From an optimization exercise on the open Yosys and OpenROAD flow, aimed at small area, a short achievable clock period and few clock cycles per item; shortcuts taken in it are not production practice.
RTL that was checked went through simulation tests only; none was proved equivalent to the original.
Power figures rest on the tool's default switching activity, not on a simulated workload.

middle:
==> flow/design.v (excerpt) <==
module ams_frame_encoder (
    input  wire        clk,
    input  wire        rst,
    input  wire        in_valid,
    output wire        in_ready,
    input  wire        in_clear,
    input  wire        in_stream,      
    input  wire [15:0] in_year,
    input  wire [7:0]  in_month,
    input  wire [7:0]  in_day,
    input  wire [7:0]  in_wday,
    input  wire [7:0]  in_hour,
    input  wire [7:0]  in_minute,
    input  wire [7:0]  in_second,
    input  wire [31:0] in_p,
    input  wire [31:0] in_po,
    input  wire [31:0] in_q,
    input  wire [31:0] in_qo,
    input  wire [31:0] in_i1,
    input  wire [31:0] in_i2,
    input  wire [31:0] in_i3,
    input  wire [15:0] in_u1,
    input  wire [15:0] in_u2,
    input  wire [15:0] in_u3,
    input  wire [31:0] in_tpi,
    input  wire [31:0] in_tpo,
    input  wire [31:0] in_tqi,
    input  wire [31:0] in_tqo,
    output wire        out_valid,
    input  wire        out_ready,
    output wire [7:0]  out_data,
    output wire        out_last
);
clock: 10.0 ns
lec_check: 0
cap_margin: 20
core_margin: 2
core_utilization: 40
cts_cluster_diameter: 90
cts_cluster_size: 24
slew_margin: 20
standard.sh (not shown) runs the stock make flow with config.mk's settings and CLKGATE_MAP_FILE= SYNTH_SCRIPT=/design/flow/synth_recipe.tcl, a recipe that flattens the netlist after the stock synthesis.
==> flow/flow/run.sh <==
#!/bin/bash
set -euo pipefail
export BUFFER_PORTS_ARGS="-buffer_cell sky130_fd_sc_hd__buf_1"
export SETUP_SLACK_MARGIN=6.8
bash standard.sh finish > standard_flow.log 2>&1
middle: done, clean on timing, DRC and antenna
Testbench counts of middle, summed over its fixed seeds: cycles 73,138, items 512.
#### Input delta (west over middle)
# middle
export LEC_CHECK = 0
export CAP_MARGIN = 20
export CORE_MARGIN = 2
export CORE_UTILIZATION = 40
export CTS_CLUSTER_DIAMETER = 90
export CTS_CLUSTER_SIZE = 24
export SLEW_MARGIN = 20
create_clock -name core_clock -period 10.0 [get_ports {clk}]
# west
export LEC_CHECK = 0
export CAP_MARGIN = 20
export CORE_MARGIN = 2
export CORE_UTILIZATION = 40
export SLEW_MARGIN = 20
create_clock -name core_clock -period 10.0 [get_ports {clk}]
==> flow/flow/run.sh <==
#!/bin/bash
set -euo pipefail
export BUFFER_PORTS_ARGS="-buffer_cell sky130_fd_sc_hd__buf_1"
export SETUP_SLACK_MARGIN=6.6
bash standard.sh finish > standard_flow.log 2>&1
### Flow results
west has power dissipated by switching net loads above what middle had.
Sort middle and west by shortest period the worst path allows asc -> top: middle
Lower fraction of power spent switching nets was reported by west, not middle.
west against middle: layout overhead on the synthesized area now larger, critical path depth rose 1, first-pass GRT wire length now sits higher, total power of the final layout increased by 17% relative to the old numbers.
The run with more setup slack is middle; west has less.
The sequential share of layout area of west falls short of that of middle by 0.80 points.


ams_frame_encoder, a different RTL version from the one above (not shown whole).
Size: roughly 2000 cells after synthesis, ~27000 um^2 of cells after synthesis.
==> flow/config.mk <==
export PLATFORM = sky130hd
export DESIGN_NAME = ams_frame_encoder
export DESIGN_NICKNAME = ams_frame_encoder
export VERILOG_FILES = /design/flow/design.v
export SDC_FILE = /design/flow/constraint.sdc
export NUM_CORES = 4
export LEC_CHECK = 0
export CAP_MARGIN = 20
export CORE_MARGIN = 2
export CORE_UTILIZATION = 40
export SLEW_MARGIN = 20
==> flow/constraint.sdc <==
create_clock -name core_clock -period 10.0 [get_ports {clk}]
set_input_delay 2.0000 -clock core_clock [delete_from_list [all_inputs] [get_ports {clk}]]
set_output_delay 2.0000 -clock core_clock [all_outputs]
set_load 0.01 [all_outputs]
==> flow/flow/run.sh <==
#!/bin/bash
set -euo pipefail
export BUFFER_PORTS_ARGS="-buffer_cell sky130_fd_sc_hd__buf_1"
export SETUP_SLACK_MARGIN=7
bash standard.sh finish > standard_flow.log 2>&1
The baseline produced a clean layout.
Then changed:
==> flow/flow/run.sh (replaced) <==
#!/bin/bash
set -euo pipefail
export BUFFER_PORTS_ARGS="-buffer_cell sky130_fd_sc_hd__buf_1"
bash standard.sh finish > standard_flow.log 2>&1
--- a/flow/config.mk
+++ b/flow/config.mk
@@ -10,2 +10,3 @@
 export CORE_UTILIZATION = 40
+export SETUP_SLACK_MARGIN = 5
 export SLEW_MARGIN = 20
What happened: The changed run finished clean; synthesized cell count stays the same; die area does not change; cell area decreases by about 14%; cell count decreases by about 7.5%; total power decreases by about 4%; sequential share of layout area increases by 7.4 points.
Function was not checked in any run of this note: the RTL went through the layout flow alone.


Setup of run 1:
RTL: one of the versions met above, not the one the previous note started from.
Size: about 1,900 cells after synthesis, roughly 580 flip-flops, about 480 I/O pins.
Settings: LEC_CHECK=0, CAP_MARGIN=20, CORE_MARGIN=2, CORE_UTILIZATION=47, CTS_CLUSTER_DIAMETER=80, CTS_CLUSTER_SIZE=20, SLEW_MARGIN=20; clock period 10.0 ns.
==> flow/flow/run.sh <==
#!/bin/bash
set -euo pipefail
export BUFFER_PORTS_ARGS="-buffer_cell sky130_fd_sc_hd__buf_1"
export SETUP_SLACK_MARGIN=6.8
bash standard.sh finish > standard_flow.log 2>&1
Every stage of the flow completed for run 1, and the final layout passed the timing, design-rule and antenna checks.
Testbench counts of run 1, summed over its fixed seeds: cycles 73,138, items 512.
#### Input delta (run 2 over run 1)
Settings: CORE_UTILIZATION changed from 47 to 40.
--- a/flow/flow/run.sh
+++ b/flow/flow/run.sh
@@ -4 +4 @@
-export SETUP_SLACK_MARGIN=6.8
+export SETUP_SLACK_MARGIN=6.3
Re critical path buffer and inverter count: run 1 was lower than run 2.
Compared with run 1, run 2 shows routed metal-1 wire length higher by about 2.2%.
Run 2 reports its critical path class as register to register while run 1 reports register to output port.
Against run 1, run 2 comes in 0.0075 ns lower on clock skew.
[compare] base=run 1 new=run 2: total power draw held; total vias in the final route went down 2.9%; routed wire length went down 2.3 mm; fraction of area in registers went up 2.4 points.
For the area of all placed cells without fillers, run 2 came in about 4% lower than run 1 did.
Measured against each other, run 1 and run 2 differ in data required time at the worst endpoint, the higher figure coming from run 2.

## afterwards: timing with drivers on the ports
In the flow no input, the clock included, has a driving cell. The finished layouts below were timed again as built, in two steps. Step 1, drivers: a clkbuf_16 drives clk and a buf_2 each remaining input, both assumed. Step 2, shift: input delay + t, output delay - t, t = (earliest + latest rising clock arrival at the registers) / 2. This alone moves slack from input paths to output paths. Slacks: ideal / step 1 / step 2; pairs: ideal / step 1.
run	shift t [ns]	slack for setup (ns)	clock arrival spread, ns	slew at the worst register clock pin (ns)	cell pins on the clock port's net
middle	0.643	6.681 / 6.680 / 6.242	0.041 / 0.040	0.10 / 0.10	1
west	0.670	6.625 / 6.625 / 6.025	0.058 / 0.058	0.07 / 0.07	1
the first run of note 2	0.682	6.007 / 6.007 / 5.759	0.059 / 0.059	0.06 / 0.06	1
the second run of note 2	0.697	5.283 / 5.283 / 5.041	0.083 / 0.083	0.07 / 0.07	1
run 1	0.645	6.745 / 6.683 / 6.158	0.039 / 0.038	0.09 / 0.09	1
run 2	0.658	6.313 / 6.313 / 5.842	0.031 / 0.032	0.09 / 0.09	1
After both steps setup and hold are still met in every run listed. The setup slack of west, which loses most, moves by 0.000 ns with the drivers and by -0.600 ns with both steps.
